From an optimization exercise on the open Yosys and OpenROAD flow, aimed at small area, a short achievable clock period and few clock cycles; shortcuts taken in it are not production practice.
No functional check of the RTL was part of any run shown here.
Power is estimated from default activity; no workload was simulated.

<file path="flow/flow/run.sh">
#!/bin/bash
# The standard layout, with plain buffers (not delay cells) on the ports.
set -euo pipefail
bash standard.sh 'BUFFER_PORTS_ARGS=-buffer_cell sky130_fd_sc_hd__buf_2' finish > standard_flow.log 2>&1
</file>
<file path="flow/standard.sh">
#!/bin/bash
# synth_recipe.tcl (not shown) runs the flow's synth.tcl, then flattens the netlist and writes it again
# the make line also repeats each setting of config.mk as NAME=value (left out here)
make -C /OpenROAD-flow-scripts/flow DESIGN_CONFIG=/design/flow/config.mk WORK_HOME=/design/flow/orfs CLKGATE_MAP_FILE= SYNTH_SCRIPT=/design/flow/synth_recipe.tcl "${@:-finish}"
</file>
<file path="flow/config.mk">
export PLATFORM = sky130hd
export DESIGN_NAME = boo_encoder
export DESIGN_NICKNAME = boo_encoder
export VERILOG_FILES = /design/flow/design.v
export SDC_FILE = /design/flow/constraint.sdc
export NUM_CORES = 4
export LEC_CHECK = 0
export CAP_MARGIN = 20
export CORE_MARGIN = 2
export CORE_UTILIZATION = 40
export SETUP_SLACK_MARGIN = 2.8
export SLEW_MARGIN = 20
</file>
<file path="flow/constraint.sdc">
create_clock -name core_clock -period 5.0 [get_ports {clk}]
set_input_delay 1.0000 -clock core_clock [delete_from_list [all_inputs] [get_ports {clk}]]
set_output_delay 1.0000 -clock core_clock [all_outputs]
set_load 0.01 [all_outputs]
</file>
<file path="flow/design.v">
module boo_encoder (
  input  wire       clk,
  input  wire       rst,         
  input  wire       in_valid,
  output wire       in_ready,
  input  wire [7:0] in_data,
  input  wire       in_eof,
  input  wire       in_err,
  output wire       out_valid,
  input  wire       out_ready,
  output wire [7:0] out_data,
  input  wire       out_err,
  output wire [2:0] seq,
  output wire [1:0] err
);
  localparam [7:0] CH_CR = 8'h0D, CH_LF = 8'h0A;
  reg  [2:0] sq;
  reg  [1:0] er;
  reg        hlf;
  reg        rdy;               
  reg        p_lf, p_c3, p_z;   
  reg        ov;
  reg  [7:0] od;
  reg        g1, g2;            
  reg  [6:0] acc;               
  reg        n0, n1, n78;       
  reg  [5:0] col;               
  reg        w4, w2;            
  reg  [1:0] fill;              
  reg        hd_v, hd_e, hd_z;
  reg  [7:0] hd_b;
  reg        ir_v, ir_e, ir_z;
  reg  [7:0] ir_b;
  assign out_valid = ov;
  assign out_data  = od;
  assign seq = sq;
  assign err = er;
  assign in_ready = rdy;
  wire slot     = ~ov | out_ready;
  wire out_fire = ov & out_ready;
  wire in_fire  = in_valid & in_ready;
  wire rd_fail  = in_fire & in_err;
  wire wr_fail  = out_fire & out_err;
  wire       src_v = hd_v;
  wire [7:0] sb    = hd_b;
  wire       kE    = hd_e;
  wire       kZ    = hd_z;                       
  wire       kN    = ~kE & ~kZ;
  wire hdr = (sq == 3'd0) & ~hlf;
  wire trl = (sq == 3'd2);
  wire ended = sq[2] | (sq[1] & sq[0]);
  wire g0  = ~g1 & ~g2;
  reg  pnd;                                      
  wire nb  = ~n0 & ~n1;                          
  wire f0  = (fill == 2'd0);
  wire b0  = ~hdr & g0;
  wire sil = kZ & b0 & (p_c3 | n0 | (nb & ~n78));
  wire s_lit  = ~hdr & ~g0;                                 
  wire s_run  = kZ & b0 & n1 & ~w2;                         
  wire s_cut  = kZ & b0 & n78;                              
  wire s_c0   = kN & b0 & n0 & ~w4;                         
  wire s_zl   = ~kZ & b0 & n1 & ~w4;                        
  wire s_tn   = ~kZ & b0 & nb;                              
  wire s_pad  = kE & b0 & n0 & ~f0 & ~w2;                   
  wire s_trl  = kE & b0 & n0 & f0;                          
  wire s_wrap = b0 & ((kZ & n1 & w2) | (kN & (n0 | n1) & w4) |
                      (kE & ((n1 & w4) | (n0 & ~f0 & w2))));
  wire s_hb   = hdr & ~kE;
  wire s_he   = hdr & kE;
  wire do_pend = pnd & slot;
  wire do_sil  = src_v & sil & (~p_c3 | slot);
  wire do_step = src_v & ~sil & ~pnd & slot;
  wire fin_step = (s_lit & ~kE) | s_run | s_cut | s_c0 | s_trl | s_hb | s_he;
  wire done     = do_sil | (do_step & fin_step);
  wire take     = ~hd_v | done;            
  wire ir_v_n = (ir_v & ~take) | (in_fire & ~in_err & ~(take & ~ir_v));
  wire [7:0] in_b = in_eof ? 8'h00 : in_data;
  wire       in_z = ~in_eof & (in_data == 8'h00);
  function [3:0] TU(input [2:0] u);       
    TU = {1'b0, u + 3'd3};
  endfunction
  wire       c_cr = ~pnd & (s_he | s_wrap | s_trl);
  wire       c_c1 = ~pnd & s_lit & g1;
  wire       c_c2 = ~pnd & s_lit & g2;
  wire       c_c0 = ~pnd & s_c0;
  wire       c_tn = ~pnd & s_tn;
  wire       c_tl = ~pnd & (s_run | s_cut | s_pad);
  wire [3:0] vl = ({4{p_lf}} & 4'hA) |
                  ({4{c_cr}} & 4'hD) |
                  ({4{p_c3}} & acc[3:0]) |
                  ({4{c_c1}} & sb[7:4]) |
                  ({4{c_c2}} & {acc[1:0], sb[7:6]}) |
                  ({4{c_c0}} & sb[5:2]) |
                  ({4{c_tn}} & acc[3:0]) |
                  ({4{c_tl}} & 4'hE);
  wire [3:0] vu = ({4{p_c3}} & TU({1'b0, acc[5:4]})) |
                  ({4{c_c1}} & TU({1'b0, acc[1:0]})) |
                  ({4{c_c2}} & TU({1'b0, acc[3:2]})) |
                  ({4{c_c0}} & TU({1'b0, sb[7:6]})) |
                  ({4{c_tn}} & TU(acc[6:4])) |
                  ({4{c_tl}} & 4'h7) |
                  ({4{p_z | (~pnd & s_zl)}} & 4'h3);       
  wire [7:0] ch = (~pnd & s_hb) ? sb : {vu, vl};
  wire op_load = do_step & (s_lit | s_c0);
  wire op_inc  = (do_sil & ~p_c3) | (do_step & s_run);
  wire op_set1 = (do_sil & p_c3) | (do_step & s_cut);
  wire op_set0 = (do_pend & p_c3) | (do_step & (s_zl | s_tn));
  wire col_clr  = do_step & s_wrap;
  wire col_inc1 = do_step & (s_run | s_pad);
  wire col_inc2 = do_step & (s_c0 | s_zl);
  wire lf_moves = out_fire & ~pnd;         
  always @(posedge clk) begin
    if (rst) begin
      sq  <= 3'd0;
      er  <= 2'd0;
      hlf <= 1'b0;
      ov  <= 1'b0;
    end else if (wr_fail) begin
      sq <= 3'd4;
      er <= 2'd2;
      ov <= 1'b0;
    end else if (rd_fail) begin
      sq <= 3'd4;
      er <= 2'd1;
      ov <= 1'b0;
    end else if (ended) begin
      ov <= 1'b0;                       
    end else if (trl & lf_moves) begin
      sq <= 3'd3;
      ov <= 1'b0;
    end else begin
      if (do_step & s_he) hlf <= 1'b1;
      if (do_step & s_trl) begin
        sq  <= 3'd2;
        hlf <= 1'b0;
      end else if (hlf & lf_moves) begin
        sq  <= 3'd1;
        hlf <= 1'b0;
      end
      if (slot) ov <= do_pend | do_step;
    end
  end
  always @(posedge clk) begin
    if (rst) begin
      p_lf   <= 1'b0;
      p_c3   <= 1'b0;
      p_z    <= 1'b0;
      pnd    <= 1'b0;
      g1     <= 1'b0;
      g2     <= 1'b0;
      acc    <= 7'd0;
      n0     <= 1'b1;
      n1     <= 1'b0;
      n78    <= 1'b0;
      col    <= 6'd0;
      w4     <= 1'b0;
      w2     <= 1'b0;
      fill   <= 2'd0;
      hd_v   <= 1'b0;
      ir_v   <= 1'b0;
      rdy    <= 1'b1;
    end else begin
      if (do_pend) begin
        p_lf <= 1'b0;
        p_c3 <= 1'b0;
        p_z  <= 1'b0;
        pnd  <= 1'b0;
      end
      if (do_step & ((s_lit & g2) | s_wrap | s_trl | s_he | s_pad))
        pnd <= 1'b1;
      if (do_step) begin
        if (s_lit & g2) p_c3 <= 1'b1;
        if (s_wrap | s_trl | s_he) p_lf <= 1'b1;
        if (s_pad) p_z <= 1'b1;
        if (s_lit) begin
          g1 <= g0;                     
          g2 <= g1;
        end
        if (s_c0 | s_zl) g1 <= 1'b1;
        if (s_lit & kE) fill <= g1 ? 2'd2 : (f0 ? 2'd1 : fill);
        if (s_pad) fill <= fill - 2'd1;
      end
      if (op_load) begin
        acc <= {1'b0, sb[5:0]};
      end else if (op_inc) begin
        acc <= acc + 7'd1;
        n0  <= 1'b0;
        n1  <= n0;
        n78 <= (acc == 7'd77);
      end else if (op_set1) begin
        acc <= 7'd1;
        n0  <= 1'b0;
        n1  <= 1'b1;
        n78 <= 1'b0;
      end else if (op_set0) begin
        acc <= 7'd0;
        n0  <= 1'b1;
        n1  <= 1'b0;
        n78 <= 1'b0;
      end
      if (col_clr) begin
        col <= 6'd0;
        w4  <= 1'b0;
        w2  <= 1'b0;
      end else if (col_inc1) begin
        col <= col + 6'd1;
        w4  <= (col >= 6'd34);
        w2  <= w4;
      end else if (col_inc2) begin
        col <= col + 6'd2;
        w4  <= (col >= 6'd33);
        w2  <= (col >= 6'd34);
      end
      if (take) hd_v <= ir_v | (in_fire & ~in_err);
      ir_v <= ir_v_n;
      rdy  <= ~ir_v_n;
    end
  end
  always @(posedge clk) begin
    if (slot) od <= ch;
    if (take) begin
      hd_b <= ir_v ? ir_b : in_b;
      hd_e <= ir_v ? ir_e : in_eof;
      hd_z <= ir_v ? ir_z : in_z;
    end
    if (in_ready) begin
      ir_b <= in_b;
      ir_e <= in_eof;
      ir_z <= in_z;
    end
  end
endmodule
</file>
==> impl_metrics.py, run 1 <==
metrics = {
    "clock_network": {
        "numClockSinks": 64,
        "cts_htree_levels": 3,
        "clkLatencyLatePin_ns": 0.35,
        "cts_buffers": 9,
        "clk_pin_slew_ns": 0.08,
        "hold_buffers": 0,
        "clock_path_buffers": 2,
        "cts_tree": "built",
        "cts_root_buf": "clkbuf_8",
    },
    "setup_path": {
        "reg2regPathDepth": 6,
        "crit_arrival_ns": 2.24,
        "cp.depth": 6,
        "critPathBufInv": 0,
        "critPathKind": "reg -> reg",
        "cp-start-kind": "flop",
        "slowest_stage": "or4_4",
        "crit_family": "simple AND/OR/NAND/NOR gates",
        "critical_path.max_stage_delay_ns": 0.61,
        "cp_max_fo": 7,
        "critical_path_required_ns": 5.11,
        "crit_path_cell_trace": "or4_4 -> and4b_4 -> or2_4 -> a221oi_2 -> o21ai_1 -> o21a_1",
        "end_kind": "flop",
    },
    "synth": {
        "synthesis.nets": 417,
        "synth_cell_types": 65,
        "synthTopCellsByArea": "edfxtp_1 23%, dfxtp_1 20%, ha_1 5.2%",
        "syn_area_per_cell_um2": 9.30,
        "synth_top_area_share_pct": 23.4,
        "synthesis.area_um2": 3600,
        "ys_top_cells_by_count": "44 x nor2_1, 36 x dfxtp_1, 29 x nand2_1, 28 x edfxtp_1, 24 x a21oi_1",
        "yosysWarnings": 1,
        "synth_top_area_cell": "edfxtp_1",
        "yosysSeqAreaShare_pct": 43.4,
        "syn_inst": 387,
        "async_reset_ff_share_pct": 0,
        "synth_edf_count": 28,
        "yosys_most_used_dff": "dfxtp_1",
        "ys_ff_latch": 64,
        "yosysMostFrequentCell": "nor2_1",
    },
    "timing": {
        "setup_violations": 0,
        "worstMarginPinSlew_ns": 0.605,
        "fmax_mhz": 470,
        "hold_viol": 0,
        "min_period_ns": 2.13,
        "finClkSkew_ns": 0.0125,
        "period_share_pct": 42.6,
        "rsz0062_at_grt": "true",
        "maxSlewViolCount": 0,
        "max_slew_margin_pct": 59.3,
        "worst_hold_slack_ns": 0.454,
        "finalSetupTns_ns": 0,
    },
    "placement": {
        "gp_congestion": 0.927,
        "dp_hpwl_um": 6260,
        "place_area_um2": 3850,
        "io_buffers": 29,
    },
    "cells_and_area": {
        "nets": 459,
        "fin_util_pct": 48.9,
        "area_growth_pct": 18.4,
        "final_cell_area_um2": 4260,
        "layout-drive-gt1-share_pct": 24.4,
        "antenna_cells": 0,
    },
    "pwr": {
        "internal_power_uw": 949,
        "power.density_nw_per_um2": 307,
        "p_seq_share_pct": 47.6,
        "clockPowerShare_pct": 38.8,
        "vdd_drop_max_uv": 218,
        "switching_power_uw": 359,
        "leakagePower_nw": 1.59,
        "combPwrFrac_pct": 13.5,
        "p_sw_share_pct": 27.5,
    },
    "global_routing": {
        "grt_overflow": 0,
        "grt_start_max_net_pins": 32,
        "antenna_found_initial": 0,
        "grt_pass1_wl_um": 14700,
        "first_global_vias": 2946,
        "gr-usage-all-layers_pct": 18.7,
    },
    "drt": {
        "wl_per_cell_um": 16.2,
        "wl_um": 8790,
        "postRouteAntennaNets": 0,
        "avgViaCountPerCell": 5.73,
        "drc_errors": 0,
        "first_iter_violations": 346,
        "dr_total_vias": 3105,
        "firstDrtPassIters": 5,
    },
    "die": {
        "die_area_um2": 9770,
        "start_util_pct": 41.3,
        "io_pins": 30,
        "rows": 34,
        "die_h_um": 98.8,
        "die_w_um": 98.8,
        "core_um2": 8720,
    },
    "flow_run": {
        "cap_violations": 0,
    },
    "worst_hold_path": {
        "hold_class": "reg -> reg",
        "hold_depth": 2,
    },
    "outcome": {
        "status": "finished clean",
    },
}
placed cells by master, fill, tap and decap left out, drive strengths merged, types with 6 or more instances in the layout:
| master | n |
|---|---|
| nor4 | 7 |
| ha | 15 |
| nand3 | 9 |
| o21ai | 20 |
| a21oi | 24 |
| mux2 | 10 |
| or3 | 6 |
| nor2b | 13 |
| edfxtp | 28 |
| a211oi | 7 |
| nand2 | 29 |
| inv | 25 |
| dfxtp | 36 |
| buf | 47 |
| clkbuf | 9 |
| nor2 | 45 |
| nor3 | 13 |
worst register-to-register path, stage by stage (launching register included):
cell      delay, ns
dfxtp_2        0.37
or4_4          0.61
and4b_4        0.24
or2_4          0.26
a221oi_2       0.22
o21ai_1        0.09
o21a_1         0.11
sequential cells by signal, indices dropped and copies added, names as in the netlist, 2 cells and up:
register and cells:
hd_b 8, ir_b 8, od 8, acc 7, col 6, sq 3
er 2, fill 2
logic make-up after synthesis:
logic type,count (synthesis),synth area share [%]
simple gates,148,22.1
compound gates,101,19.2
flops,64,43.4
buf+inv,39,4.49
fa+ha+maj,16,5.49
mux,12,3.69
xor+xnor,7,1.70
routing by layer:
layer | wire length, µm | up-vias | track usage [%]
met5 | 0 | - | 0
met2 | 3800 | 125 | 27.5
met3 | 488 | 26 | 2.70
met1 | 4210 | 1439 | 26.3
li1 | - | 1515 | -
met4 | 293 | 0 | 10.3
power groups by stage:
stage | registers [mW] | clock network [mW] | logic, mW
finish | 0.623 | 0.508 | 0.177
global placement | 0.633 | 0 | 0.156
detailed placement | 0.634 | 0 | 0.158
floorplan | 0.626 | 0 | 0.109
CTS | 0.622 | 0.515 | 0.167
global route | 0.627 | 0.542 | 0.194
path summary, 6_finish.rpt:
| check | slack, ns | start | end |
|---|---|---|---|
| min reg2reg | 0.45 | er[1]$_SDFFE_PP0N_ | er[1]$_SDFFE_PP0N_ |
| max reg2reg | 2.87 | sq[2]$_SDFFE_PP0P_ | od[0]$_DFFE_PN_ |
| max | 2.87 | sq[2]$_SDFFE_PP0P_ | od[0]$_DFFE_PN_ |
| min | 0.45 | er[1]$_SDFFE_PP0N_ | er[1]$_SDFFE_PP0N_ |
stage by stage:
step	instances	power, mW	setup WS (ns)
2_1_floorplan	387	0.736	2.76
3_3_place_gp	508	0.789	2.49
3_5_place_dp	508	0.793	2.42
4_1_cts	528	1.30	2.83
5_1_grt	542	1.36	2.78
6_report	542	1.31	2.87
cell type report:
class,count,area (µm²)
Fill cell,817,4460
Multi-Input combinational cell,284,1960
Sequential cell,64,1570
Timing Repair Buffer,47,280
Tap cell,108,135
Clock buffer,9,124
Clock inverter,7,103
Inverter,23,93.8
what timing repair did:
item	4_1_cts	5_1_grt
setup endpoints to repair	24	32
resized for setup	4	13
buffers inserted	4	14
cloned	0	0
pin swaps	3	7
hold endpoints to repair	0	0
==> inputs of run 2 (changes only) <==
--- a/flow/config.mk
+++ b/flow/config.mk
@@ -9,4 +9,4 @@
 export CORE_MARGIN = 2
 export CORE_UTILIZATION = 40
-export SETUP_SLACK_MARGIN = 2.8
+export SETUP_SLACK_MARGIN = 3.0
 export SLEW_MARGIN = 20
==> run 2 against run 1 <==
Global-route usage grew 0.60 points. Sequential share of layout area decreased by 2.7 points. Critical endpoint unchanged. Non-clock buffer count rose by 19. Highest routed layer unchanged. Register-to-register slack is essentially flat.
==> impl_metrics.py, run 2 <==
metrics = {
    "outcome": {
        "status": "finished clean",
    },
    "die": {
        "start_util_pct": 41.3,
        "die_h_um": 98.8,
        "core_um2": 8720,
        "rows": 34,
        "die_w_um": 98.8,
        "io_pins": 30,
        "die_area_um2": 9770,
    },
    "timing": {
        "worst_hold_slack_ns": 0.446,
        "hold_viol": 0,
        "fin_ws_ns": 2.87,
        "finalSetupTns_ns": 0,
        "maxSlewViolCount": 0,
        "worstMarginPinSlew_ns": 0.621,
        "setup_violations": 0,
        "max_slew_margin_pct": 58.6,
        "rsz0062_at_grt": "true",
        "fmax_mhz": 470,
        "finClkSkew_ns": 0.0112,
        "min_period_ns": 2.13,
        "period_share_pct": 42.6,
    },
    "clock_network": {
        "clk_pin_slew_ns": 0.07,
        "clkLatencyLatePin_ns": 0.34,
        "cts_root_buf": "clkbuf_8",
        "cts_buffers": 9,
        "cts_tree": "built",
        "clock_path_buffers": 2,
        "hold_buffers": 0,
        "cts_htree_levels": 3,
        "numClockSinks": 64,
    },
    "pwr": {
        "vdd_drop_max_uv": 148,
        "leakagePower_nw": 1.74,
        "power.density_nw_per_um2": 285,
    },
    "synth": {
        "synth-simple-area-share_pct": 22.1,
        "synthesis.nets": 417,
        "synthTopCellsByArea": "edfxtp_1 23%, dfxtp_1 20%, ha_1 5.2%",
        "synth_top_area_cell": "edfxtp_1",
        "synthesis.area_um2": 3600,
        "syn_inst": 387,
        "synth_top_area_share_pct": 23.4,
        "synth_edf_count": 28,
        "yosys.area_share.adder_pct": 5.49,
        "synth_mux_area_share_pct": 3.69,
        "yosysMostFrequentCell": "nor2_1",
        "synth_top_family_by_area": "simple AND/OR/NAND/NOR gates",
        "synth_compound_area_share_pct": 19.2,
        "ys_top_cells_by_count": "44 x nor2_1, 36 x dfxtp_1, 29 x nand2_1, 28 x edfxtp_1, 24 x a21oi_1",
        "ys_ff_latch": 64,
        "yosys_most_used_dff": "dfxtp_1",
        "yosysWarnings": 1,
        "synth_cell_types": 65,
        "syn_area_per_cell_um2": 9.30,
        "async_reset_ff_share_pct": 0,
        "synth-xor-area-share_pct": 1.70,
        "yosysSeqAreaShare_pct": 43.4,
    },
    "placement": {
        "gp_congestion": 0.916,
        "place_inst": 508,
        "io_buffers": 29,
        "dp_slack_ns": 2.43,
        "dp_hpwl_um": 6140,
    },
    "cells_and_area": {
        "antenna_cells": 0,
        "fin_cells": 561,
        "area_growth_pct": 28.5,
        "final_cell_mix": "40 x nor2_1, 31 x buf_4, 29 x dfxtp_1",
        "fin_util_pct": 53.0,
        "final_common_cell": "nor2_1",
        "layout-drive-gt1-share_pct": 33.1,
        "nets": 478,
        "largest_registers": "hd_b: 8 flops, ir_b: 8 flops, od: 8 flops",
    },
    "setup_path": {
        "crit_path_cell_trace": "or4_4 -> and4b_4 -> or2_4 -> a221oi_2 -> o21ai_1 -> o21a_1",
        "critPathKind": "reg -> reg",
        "r2r_start": "hlf$_SDFFE_PP0P_",
        "critPathBufInv": 0,
        "critical_path.max_stage_delay_ns": 0.58,
        "end_kind": "flop",
        "cp_max_fo": 5,
        "crit_arrival_ns": 2.22,
        "cp-start-kind": "flop",
        "slowest_stage": "or4_4",
        "reg2regPathDepth": 6,
        "r2r_end": "od[0]$_DFFE_PN_",
        "reg2reg_slack_ns": 2.87,
        "crit_family": "simple AND/OR/NAND/NOR gates",
        "critical_path_required_ns": 5.09,
    },
    "global_routing": {
        "antenna_found_initial": 0,
        "first_global_vias": 3089,
        "grt_start_max_net_pins": 32,
        "grt_pass1_wl_um": 15100,
        "grt_overflow": 0,
        "gr-usage-all-layers_pct": 19.3,
    },
    "drt": {
        "avgViaCountPerCell": 5.76,
        "wl_per_cell_um": 16.9,
        "wl_um": 9480,
        "postRouteAntennaNets": 0,
        "drc_errors": 0,
        "firstDrtPassIters": 6,
        "dr_total_vias": 3231,
        "first_iter_violations": 415,
    },
    "worst_hold_path": {
        "hold_class": "reg -> reg",
        "hp-start": "er[0]$_SDFFE_PP0P_",
        "min_to": "er[0]$_SDFFE_PP0P_",
        "hold_depth": 2,
    },
    "flow_run": {
        "cap_violations": 0,
    },
}
run 2: logic make-up (layout without fill, tap and decap cells):
group,Yosys count,in the layout
AOI/OAI and AO/OA,101,101
adders and majority gates,16,16
and+or+nand+nor,148,148
muxes,12,12
xor gates and xnor gates,7,7
buffers and inverters,39,105
DFF,64,64
run 2: how the worst max path moves through the flow:
stage	cells past startpoint	from	end
2_1_floorplan	7	out_ready	col[5]$_SDFFE_PP0P_
3_3_place_gp	8	out_ready	col[5]$_SDFFE_PP0P_
3_5_place_dp	8	out_ready	acc[4]$_SDFFE_PP0P_
4_1_cts	6	sq[2]$_SDFFE_PP0P_	od[0]$_DFFE_PN_
5_1_grt	8	out_ready	col[5]$_SDFFE_PP0P_
6_report	6	hlf$_SDFFE_PP0P_	od[0]$_DFFE_PN_
run 2: layout make-up:
class                      count  area [µm²]
clock inverter                 6        85.1
tap                          108         135
timing repair buffer          66         469
fill                         766        4100
sequential                    64        1580
inverter                      23        93.8
clock buffer                  10         128
multi-input combinational    284        2140
run 2: timing repair:
action	4_1_cts	5_1_grt
setup endpoints to repair	42	42
setup buffers	24	13
pin swaps	14	15
cloned	0	0
resized for setup	20	35
run 2: worst min-delay path, cell delays in order (launching register included):
cell,delay [ns]
dfxtp_1,0.31
inv_1,0.05
a21oi_1,0.05
run 2: through the flow:
step / power, mW / instance area (µm²)
after floorplan: 0.739 / 3690
after global placement: 0.792 / 3890
after detailed placement: 0.793 / 3890
after CTS: 1.31 / 4380
after global routing: 1.37 / 4630
final: 1.32 / 4630
run 2: power by group:
group | internal, mW | total (mW) | switching (mW)
clock | 0.279 | 0.486 | 0.207
combinational | 0.0945 | 0.213 | 0.119
sequential | 0.588 | 0.618 | 0.0298
total | 0.962 | 1.32 | 0.356
run 2: layer usage:
| layer | global-route usage [%] | vias up | routed length [µm] |
|---|---|---|---|
| met5 | 0 | - | 0 |
| met4 | 8.75 | 0 | 164 |
| met3 | 3.62 | 17 | 526 |
| met2 | 30.2 | 129 | 4510 |
| met1 | 26.0 | 1536 | 4270 |
| li1 | - | 1549 | - |
==> inputs of run 3 (changes only) <==
==> flow/flow/run.sh (replaced) <==
#!/bin/bash
# The standard layout, with plain buffers (not delay cells) on the ports and
# a clock tree of larger sink clusters without dummy balancing loads.
set -euo pipefail
bash standard.sh 'BUFFER_PORTS_ARGS=-buffer_cell sky130_fd_sc_hd__buf_2' \
  'CTS_ARGS=-sink_clustering_enable -repair_clock_nets -dont_use_dummy_load -sink_clustering_size 30 -sink_clustering_max_diameter 200' \
  finish > standard_flow.log 2>&1
--- a/flow/config.mk
+++ b/flow/config.mk
@@ -8,5 +8,5 @@
 export CAP_MARGIN = 20
 export CORE_MARGIN = 2
-export CORE_UTILIZATION = 40
-export SETUP_SLACK_MARGIN = 3.0
+export CORE_UTILIZATION = 60
+export SETUP_SLACK_MARGIN = 2.8
 export SLEW_MARGIN = 20
==> run 3 against run 2 <==
Synthesized cell count unchanged. Setup slack got worse by 0.049 ns. Critical endpoint is now od[3]$_DFFE_PN_. Maximum frequency decreased by 2.2%. Die area decreased by 32%. Core utilization increased by 17 points. Critical path type unchanged. Clock skew increased by 0.0090 ns. Power decreased by 14%. Sequential share of layout area increased by 3.9 points. Largest cell class unchanged. Clock power decreased by about 30%. Cell area decreased by 11%.
==> impl_metrics.py, run 3 <==
metrics = {
    "synth": {
        "syn_area_per_cell_um2": 9.30,
        "ys_ff_latch": 64,
        "synthTopCellsByArea": "edfxtp_1 23%, dfxtp_1 20%, ha_1 5.2%",
        "syn_inst": 387,
        "async_reset_ff_share_pct": 0,
        "synthesis.nets": 417,
        "synthesis.area_um2": 3600,
        "synth_top_area_cell": "edfxtp_1",
        "yosysSeqAreaShare_pct": 43.4,
        "yosysMostFrequentCell": "nor2_1",
        "synth_edf_count": 28,
        "yosysWarnings": 1,
        "yosys_most_used_dff": "dfxtp_1",
        "ys_top_cells_by_count": "44 x nor2_1, 36 x dfxtp_1, 29 x nand2_1, 28 x edfxtp_1, 24 x a21oi_1",
        "synth_cell_types": 65,
        "synth_top_area_share_pct": 23.4,
    },
    "global_routing": {
        "gr-usage-all-layers_pct": 26.8,
        "grt_overflow": 0,
        "antenna_found_initial": 0,
        "first_global_vias": 2810,
        "grt_pass1_wl_um": 13600,
        "grt_start_max_net_pins": 32,
    },
    "die": {
        "io_pins": 30,
        "core_um2": 5850,
        "start_util_pct": 61.5,
        "rows": 28,
        "die_area_um2": 6630,
        "die_h_um": 81.4,
        "die_w_um": 81.4,
    },
    "timing": {
        "fmax_mhz": 459,
        "hold_viol": 0,
        "finalSetupTns_ns": 0,
        "period_share_pct": 43.6,
        "worst_hold_slack_ns": 0.446,
        "min_period_ns": 2.18,
        "rsz0062_at_grt": "true",
        "setup_violations": 0,
        "finClkSkew_ns": 0.0202,
        "maxSlewViolCount": 0,
        "max_slew_margin_pct": 52.3,
        "worstMarginPinSlew_ns": 0.713,
    },
    "drt": {
        "wl_um": 8460,
        "first_iter_violations": 270,
        "dr_total_vias": 3124,
        "postRouteAntennaNets": 0,
        "wl_per_cell_um": 16.9,
        "drc_errors": 0,
        "firstDrtPassIters": 5,
        "avgViaCountPerCell": 6.24,
    },
    "setup_path": {
        "critPathKind": "reg -> reg",
        "setup.worst_path.start": "hd_e$_DFFE_PP_",
        "crit_arrival_ns": 2.26,
        "cp-start-kind": "flop",
        "reg2reg_slack_ns": 2.82,
        "reg2regPathDepth": 6,
        "critical_path_required_ns": 5.08,
        "end_kind": "flop",
        "cp_max_fo": 10,
        "r2r_start": "hd_e$_DFFE_PP_",
    },
    "clock_network": {
        "cts_buffers": 9,
        "cts_tree": "built",
        "numClockSinks": 64,
        "clkLatencyLatePin_ns": 0.34,
        "hold_buffers": 0,
        "clock_path_buffers": 2,
        "cts_htree_levels": 3,
        "cts_root_buf": "clkbuf_8",
        "clk_pin_slew_ns": 0.07,
    },
    "worst_hold_path": {
        "hold_class": "reg -> reg",
        "hold_depth": 2,
        "hp-start": "er[0]$_SDFFE_PP0P_",
    },
    "cells_and_area": {
        "final_common_cell": "nor2_1",
        "area_growth_pct": 14.3,
        "final_cell_mix": "44 x nor2_1, 34 x dfxtp_1, 29 x buf_2",
        "antenna_cells": 0,
        "largest_registers": "hd_b: 8 flops, ir_b: 8 flops, od: 8 flops",
        "layout-drive-gt1-share_pct": 22.1,
        "fillers": 472,
        "nets": 458,
    },
    "placement": {
        "dp_hpwl_um": 5790,
        "io_buffers": 29,
        "gp_congestion": 0.922,
    },
    "flow_run": {
        "cap_violations": 0,
    },
    "pwr": {
        "leakagePower_nw": 1.54,
        "power.density_nw_per_um2": 277,
        "vdd_drop_max_uv": 287,
    },
    "outcome": {
        "status": "finished clean",
    },
}
-- run 3: worst max-delay path: stages, from the launching register on --
cell and delay, ns:
edfxtp_1 0.54, nor2b_1 0.10, nor2_1 0.37, o2bb2ai_1 0.17, a22oi_1 0.41, a31o_2 0.25
a31oi_1 0.07
-- run 3: cell families (layout without fill, tap and decap cells) --
| logic type | after synthesis | in the layout | share of synthesized area, % |
|---|---|---|---|
| flip-flops | 64 | 64 | 43.4 |
| buffers and inverters | 39 | 77 | 4.49 |
| multiplexers | 12 | 12 | 3.69 |
| AND/OR/NAND/NOR | 148 | 149 | 22.1 |
| XOR/XNOR | 7 | 7 | 1.70 |
| AO/OA/AOI/OAI | 101 | 101 | 19.2 |
| adder cells (fa/ha/maj) | 16 | 16 | 5.49 |
-- run 3: path summary, 6_finish.rpt --
path                                            to
worst min register to register  er[0]$_SDFFE_PP0P_
worst max register to register     od[3]$_DFFE_PN_
worst min-delay path            er[0]$_SDFFE_PP0P_
worst max-delay path               od[3]$_DFFE_PN_
-- run 3: per-layer routing --
metal	vias up	track usage (%)	part of all wire, %	wire (µm)
li1	1520	-	-	-
met1	1451	37.2	46	3910
met2	133	41.4	45	3810
met3	20	5.49	6.4	541
met4	0	9.66	2.3	195
met5	-	0	0	0
-- run 3: final cells by class --
cell class | count | area (µm²) | area share (%)
Clock buffer | 9 | 124 | 3.01
Multi-Input combinational cell | 285 | 1970 | 48.0
Timing Repair Buffer | 45 | 265 | 6.45
Inverter | 23 | 91.3 | 2.22
Sequential cell | 64 | 1560 | 38.0
Tap cell | 75 | 93.8 | 2.28
-- run 3: power by group --
part	internal (mW)	switching [mW]	total, mW
Sequential	0.589	0.0317	0.621
Combinational	0.0755	0.103	0.178
Clock	0.160	0.177	0.338
-- run 3: per-stage QoR --
step / power (mW) / instances / util, % / area (µm²) / setup slack [ns]
2_1_floorplan: 0.736 / 387 / - / 3640 / 2.76
3_3_place_gp: 0.785 / 475 / 65.1 / 3810 / 2.48
3_5_place_dp: 0.787 / 475 / 65.1 / 3810 / 2.41
4_1_cts: 1.12 / 488 / 67.8 / 3970 / 2.81
5_1_grt: 1.18 / 501 / 70.3 / 4110 / 2.74
6_report: 1.14 / 501 / 70.3 / 4110 / 2.82
-- run 3: timing repair --
action,CTS,global route
setup endpoints to repair,11,36
resized for setup,1,13
gates cloned,0,1
setup buffers,4,12
pin swaps,4,8
endpoints found under the hold margin,0,0
==> inputs of run 4 (changes only) <==
--- a/flow/config.mk
+++ b/flow/config.mk
@@ -9,4 +9,4 @@
 export CORE_MARGIN = 2
 export CORE_UTILIZATION = 60
-export SETUP_SLACK_MARGIN = 2.8
+export SETUP_SLACK_MARGIN = 2.9
 export SLEW_MARGIN = 20
==> run 4 against run 3 <==
Still clean on timing, DRC and antenna. Count of clock-buffer cells in the layout unchanged. Combinational power grew 6%. Critical endpoint is now od[0]$_DFFE_PN_. Maximum frequency increased by 2.5%. Cell count rose by 1.2%. Via count is 2.2% higher. Register-to-register slack gained 0.05 ns.
==> impl_metrics.py, run 4 <==
metrics = {
    "global_routing": {
        "grt_start_max_net_pins": 32,
        "grt_overflow": 0,
        "antenna_found_initial": 0,
        "gr-usage-all-layers_pct": 26.7,
        "grt_pass1_wl_um": 13500,
        "first_global_vias": 2830,
    },
    "cells_and_area": {
        "nets": 464,
        "area_growth_pct": 17.3,
        "antenna_cells": 0,
        "multiInputGateArea_um2": 2020,
        "layout-drive-gt1-share_pct": 26.4,
        "fillers": 483,
        "final_common_cell": "nor2_1",
        "seq_area_um2": 1570,
        "largest_registers": "hd_b: 8 flops, ir_b: 8 flops, od: 8 flops",
        "final_cell_mix": "43 x nor2_1, 31 x dfxtp_1, 28 x edfxtp_1, 28 x buf_2, 27 x nand2_1",
        "final_cell_area_um2": 4220,
    },
    "setup_path": {
        "critical_path.max_stage_delay_ns": 0.58,
        "critical_path_required_ns": 5.09,
        "cp-start-kind": "flop",
        "r2r_end": "od[0]$_DFFE_PN_",
        "slowest_stage": "or4_4",
        "reg2regPathDepth": 6,
        "r2r_start": "sq[2]$_SDFFE_PP0P_",
        "cp_max_fo": 8,
        "crit_arrival_ns": 2.21,
        "crit_family": "simple AND/OR/NAND/NOR gates",
        "critPathKind": "reg -> reg",
        "end_kind": "flop",
        "crit_path_cell_trace": "or4_4 -> and4b_4 -> or2_4 -> a221oi_2 -> o21ai_1 -> o21a_1",
        "critPathBufInv": 0,
        "reg2reg_slack_ns": 2.88,
    },
    "timing": {
        "period_share_pct": 42.5,
        "worst_hold_slack_ns": 0.449,
        "worstMarginPinSlew_ns": 0.762,
        "finalSetupTns_ns": 0,
        "maxSlewViolCount": 0,
        "min_period_ns": 2.12,
        "hold_viol": 0,
        "fmax_mhz": 471,
        "rsz0062_at_grt": "true",
        "max_slew_margin_pct": 49.1,
        "finClkSkew_ns": 0.0228,
        "setup_violations": 0,
        "fin_ws_ns": 2.88,
    },
    "worst_hold_path": {
        "min_to": "er[0]$_SDFFE_PP0P_",
        "hold_class": "reg -> reg",
        "hold_depth": 2,
        "hp-start": "er[0]$_SDFFE_PP0P_",
    },
    "synth": {
        "synthesis.area_um2": 3600,
        "async_reset_ff_share_pct": 0,
        "yosysWarnings": 1,
        "yosysSeqAreaShare_pct": 43.4,
        "synth_top_area_cell": "edfxtp_1",
        "ys_top_cells_by_count": "44 x nor2_1, 36 x dfxtp_1, 29 x nand2_1, 28 x edfxtp_1, 24 x a21oi_1",
        "synthTopCellsByArea": "edfxtp_1 23%, dfxtp_1 20%, ha_1 5.2%",
        "ys_ff_latch": 64,
        "yosys_most_used_dff": "dfxtp_1",
        "synth_top_area_share_pct": 23.4,
        "syn_inst": 387,
        "synth_cell_types": 65,
        "yosysMostFrequentCell": "nor2_1",
        "syn_area_per_cell_um2": 9.30,
        "synth_edf_count": 28,
        "synthesis.nets": 417,
    },
    "placement": {
        "io_buffers": 29,
        "place_area_um2": 3820,
        "dp_slack_ns": 2.43,
        "gp_congestion": 0.933,
        "dp_hpwl_um": 5890,
    },
    "pwr": {
        "power.density_nw_per_um2": 272,
        "vdd_drop_max_uv": 221,
        "leakagePower_nw": 1.59,
        "total_power_mw": 1.15,
    },
    "drt": {
        "wl_met1_um": 3980,
        "avgViaCountPerCell": 6.30,
        "first_iter_violations": 261,
        "wl_um": 8710,
        "wl_met3_um": 507,
        "dr_total_vias": 3194,
        "top_layer": "met4",
        "met2_length_um": 4040,
        "wl_per_cell_um": 17.2,
        "drc_errors": 0,
        "firstDrtPassIters": 5,
        "postRouteAntennaNets": 0,
    },
    "clock_network": {
        "clk_pin_slew_ns": 0.06,
        "clkLatencyLatePin_ns": 0.35,
        "cts_htree_levels": 3,
        "cts_buffers": 9,
        "clock_path_buffers": 2,
        "cts_tree": "built",
        "numClockSinks": 64,
        "cts_root_buf": "clkbuf_8",
        "hold_buffers": 0,
    },
    "die": {
        "core_um2": 5850,
        "die_h_um": 81.4,
        "die_area_um2": 6630,
        "rows": 28,
        "die_w_um": 81.4,
        "start_util_pct": 61.5,
        "io_pins": 30,
    },
    "flow_run": {
        "cap_violations": 0,
    },
    "outcome": {
        "status": "finished clean",
    },
}
run 4: logic make-up (layout without fill, tap and decap cells):
kind of cell,count (synthesis),in the layout,share of synthesized area [%]
AND/OR/NAND/NOR,148,148,22.1
adder cells (fa/ha/maj),16,16,5.49
AO/OA/AOI/OAI,101,101,19.2
flip-flops,64,64,43.4
XOR/XNOR,7,7,1.70
buffers and inverters,39,84,4.49
multiplexers,12,12,3.69
run 4: what timing repair did:
action	4_1_cts	5_1_grt
gates resized for setup	5	27
setup buffers	9	14
setup endpoints to repair	29	25
pin swaps	3	16
run 4: layout make-up:
type,instances,share of cell area [%]
clock buffer,9,2.94
timing repair buffer,52,7.59
multi-input combinational,284,47.8
inverter,23,2.22
tap,75,2.22
sequential,64,37.3
run 4: power by group:
part	internal, mW	switching, mW
clock	0.160	0.179
combinational	0.0791	0.109
sequential	0.589	0.0315
total	0.828	0.320
run 4: through the flow:
| step | util [%] | instances |
|---|---|---|
| detailed placement | 65.4 | 475 |
| global route | 72.1 | 507 |
| finish | 72.1 | 507 |
| CTS | 68.9 | 493 |
| floorplan | - | 387 |
| global placement | 65.4 | 475 |
run 4: worst reg2reg max path: stages (launching register included):
cell and delay, ns:
dfxtp_4 0.37, or4_4 0.59, and4b_4 0.22, or2_4 0.26, a221oi_2 0.22, o21ai_1 0.10, o21a_1 0.11
run 4: worst max path at each step:
stage | endpoint | start | cells past startpoint
after floorplan | col[5]$_SDFFE_PP0P_ | out_ready | 7
after CTS | ir_v$_SDFF_PP0_ | out_ready | 7
final | od[0]$_DFFE_PN_ | sq[2]$_SDFFE_PP0P_ | 6
after global placement | col[5]$_SDFFE_PP0P_ | out_ready | 8
after detailed placement | col[5]$_SDFFE_PP0P_ | out_ready | 8
after global routing | od[0]$_DFFE_PN_ | sq[2]$_SDFFE_PP0P_ | 6
run 4: per-layer routing:
metal | track usage, % | vias up
li1 | - | 1520
met1 | 36.8 | 1511
met2 | 41.3 | 143
met3 | 3.74 | 20
met4 | 12.7 | 0
met5 | 0 | -

re-timing with driven ports:
No port has a modelled driver above. Below, the same layouts with a new extraction and two added sets of constraints. Step 1 (the two cells are an assumption about what drives the block):
set clk [get_ports {clk}]
set_driving_cell -lib_cell sky130_fd_sc_hd__clkbuf_16 $clk
set_driving_cell -lib_cell sky130_fd_sc_hd__buf_2 [delete_from_list [all_inputs] $clk]
Step 2 times the ports against the registers' clock, not the clock port: input delays grow and output delays shrink by t, the midpoint of the rising clock arrivals with the driver on. Slacks: ideal / step 1 / step 2; pairs: ideal / step 1.
| run | t (ns) | setup slack, ns | worst setup path after step 2 | worst data-port slew with drivers (ns) |
|---|---|---|---|---|
| run 1 | 0.374 | 2.872 / 2.872 / 2.517 | input to register | 0.03 |
| run 2 | 0.366 | 2.871 / 2.871 / 2.603 | input to register | 0.04 |
| run 3 | 0.357 | 2.822 / 2.822 / 2.512 | input to register | 0.03 |
| run 4 | 0.368 | 2.875 / 2.875 / 2.558 | input to register | 0.03 |
After both steps setup and hold are still met in every run listed. For run 1, which loses most, drivers alone change the setup slack by 0.000 ns; drivers and shift together by -0.355 ns.
